Source: an optimization exercise on an open RTL-to-GDS flow (aim: small area, a short achievable clock period and few clock cycles). Production flows keep margins and buffers that such runs may drop.
Function was checked by simulation only, so behaviour that the tests miss may differ from the original.
Power figures rest on the tool's default switching activity, not on a simulated workload.

Setup of exp/juniper:
==> flow/design.v (excerpt) <==
module rawc_seq (
    input  wire        clk,
    input  wire        rst,         
    input  wire        cmd_valid,
    output wire        cmd_ready,
    input  wire [31:0] cmd_word,
    input  wire        wr_valid,
    output wire        wr_ready,
    input  wire [7:0]  wr_byte,
    output wire        rd_valid,
    output wire [7:0]  rd_byte,
    output wire        rsp_valid,
    input  wire        rsp_ready,
    output wire [31:0] rsp_word,
    output wire        p_valid,
    input  wire        p_ready,
    output wire [3:0]  p_kind,
    output wire [5:0]  p_reg,
    output wire        p_word,
    output wire [15:0] p_wdata,
    input  wire [31:0] p_rdata
);
Size: roughly 83 flip-flops, roughly 150 I/O pins, ~7500 um^2 of cells after synthesis.
clock: 5.0 ns
lec_check: 0
cap_margin: 10
core_margin: 2
core_utilization: 55
setup_slack_margin: 1.8
slew_margin: 10
tns_end_percent: 20
standard.sh (not shown) runs the stock make flow with config.mk's settings and CLKGATE_MAP_FILE= SYNTH_SCRIPT=/design/flow/synth_recipe.tcl, a recipe that flattens the netlist after the stock synthesis.
==> flow/flow/run.sh <==
#!/bin/bash
# Layout flow: the standard ORFS flow (standard.sh), with these changes:
#  - the port buffers inserted during placement use the smallest buffer cell;
#  - synthesis leaves adders to ABC instead of extracting half/full adder
#    cells (ADDER_MAP_FILE empty), so carry chains are mapped as logic; the
#    synthesis script and its register names are the standard ones;
#  - clock tree synthesis uses clkbuf_4/clkbuf_8 and adds no dummy loads.
set -euo pipefail
export BUFFER_PORTS_ARGS="-buffer_cell sky130_fd_sc_hd__buf_1"
export ADDER_MAP_FILE=
export CTS_ARGS="-sink_clustering_enable -repair_clock_nets -buf_list {sky130_fd_sc_hd__clkbuf_4 sky130_fd_sc_hd__clkbuf_8} -dont_use_dummy_load"
bash standard.sh > standard_flow.log 2>&1
exp/juniper reached the end of the flow, and the finished layout is clean on the timing, DRC and antenna checks.
Testbench counts of exp/juniper, summed over its fixed seeds: cycles 146,720.
Setup changes, exp/juniper to exp/lagoon
-- flow/config.mk --
<<< exp/juniper, line 10
export CORE_UTILIZATION = 55
export SETUP_SLACK_MARGIN = 1.8
export SLEW_MARGIN = 10
>>> exp/lagoon, line 10
export CORE_UTILIZATION = 55
export SETUP_SLACK_MARGIN = 1.6
export SLEW_MARGIN = 10
Results
exp/lagoon reports a higher met1 layer wirelength in the final routing than exp/juniper does. The final routed wire length divided by cell count of exp/lagoon falls short of that of exp/juniper by 1.5%. On sequential power: between exp/lagoon and exp/juniper, it ends up higher for exp/lagoon. Compared with exp/juniper, the router placed fewer vias in exp/lagoon. | share of cell area taken by multi-input logic gates | higher: exp/lagoon |.
Changes in exp/violet relative to exp/lagoon:
-- flow/config.mk --
<<< exp/lagoon, line 10
export CORE_UTILIZATION = 55
export SETUP_SLACK_MARGIN = 1.6
export SLEW_MARGIN = 10
export TNS_END_PERCENT = 20
>>> exp/violet, line 10
export CORE_UTILIZATION = 55
export SETUP_SLACK_MARGIN = 1.9
export SLEW_MARGIN = 10
### Flow results
Higher area of all placed cells without fillers among exp/violet and exp/lagoon: exp/violet. Going from exp/lagoon to exp/violet, maximum cell stage delay along the critical path grows by 80 ps. NOTE: fraction of area in registers in exp/violet falls short of that of exp/lagoon. exp/violet ends up with a core utilization that is 5.0 points higher than in exp/lagoon. exp/violet ends up with lower fraction of power consumed by the clock network than exp/lagoon does. [compare] base=exp/lagoon new=exp/violet: final estimated routing congestion in global placement lower; sum of internal, switching and leakage power higher; final cell count without fillers higher. Against exp/lagoon, total wire length in exp/violet rose by a few percent. In exp/violet, fmax is higher than in exp/lagoon. Diff exp/lagoon -> exp/violet | setup slack after layout | increase of 230 ps.
Input-level comparison between exp/ember and exp/violet:
-- flow/config.mk --
<<< exp/violet, line 10
export CORE_UTILIZATION = 55
export SETUP_SLACK_MARGIN = 1.9
export SLEW_MARGIN = 10
>>> exp/ember, line 10
export CORE_UTILIZATION = 55
export GPL_ROUTABILITY_DRIVEN = 0
export SETUP_SLACK_MARGIN = 1.6
export SLEW_MARGIN = 10
--- outcome ---
exp/ember improves on exp/violet in HPWL reported at the end of detailed placement. Post-layout utilization of the core | exp/ember below exp/violet. exp/violet has a lower fraction of area in registers than exp/ember.

-- port drivers added, routing unchanged --
How much do the figures lean on ideal ports? The routed layouts below were timed once more, with nothing changed but the port constraints.
Step 1 (the two cells are an assumption about what drives the block):
set clk [get_ports {clk}]
set_driving_cell -lib_cell sky130_fd_sc_hd__clkbuf_16 $clk
set_driving_cell -lib_cell sky130_fd_sc_hd__buf_2 [delete_from_list [all_inputs] $clk]
Step 2 adds t to the input delays and takes it off the output delays; t is the mean of the earliest and latest rising clock arrival at the registers after step 1. Input paths then give back, and output paths get back, about the clock's delay inside the block.
Three values: ideal ports, drivers, drivers and shift; two values: the first two.
| run | t, ns | setup slack, ns | worst setup path at the end | worst slew at a driven data input, ns |
|---|---|---|---|---|
| exp/juniper | 0.420 | 1.687 / 1.647 / 1.332 | input to register | 0.04 |
| exp/lagoon | 0.408 | 1.505 / 1.465 / 1.202 | input to register | 0.04 |
| exp/violet | 0.421 | 1.737 / 1.747 / 1.326 | input to register | 0.05 |
| exp/ember | 0.407 | 1.614 / 1.627 / 1.220 | input to register | 0.05 |
After both steps setup and hold are still met in every run listed. The setup slack of exp/violet, which loses most, moves by +0.010 ns with the drivers and by -0.411 ns with both steps.
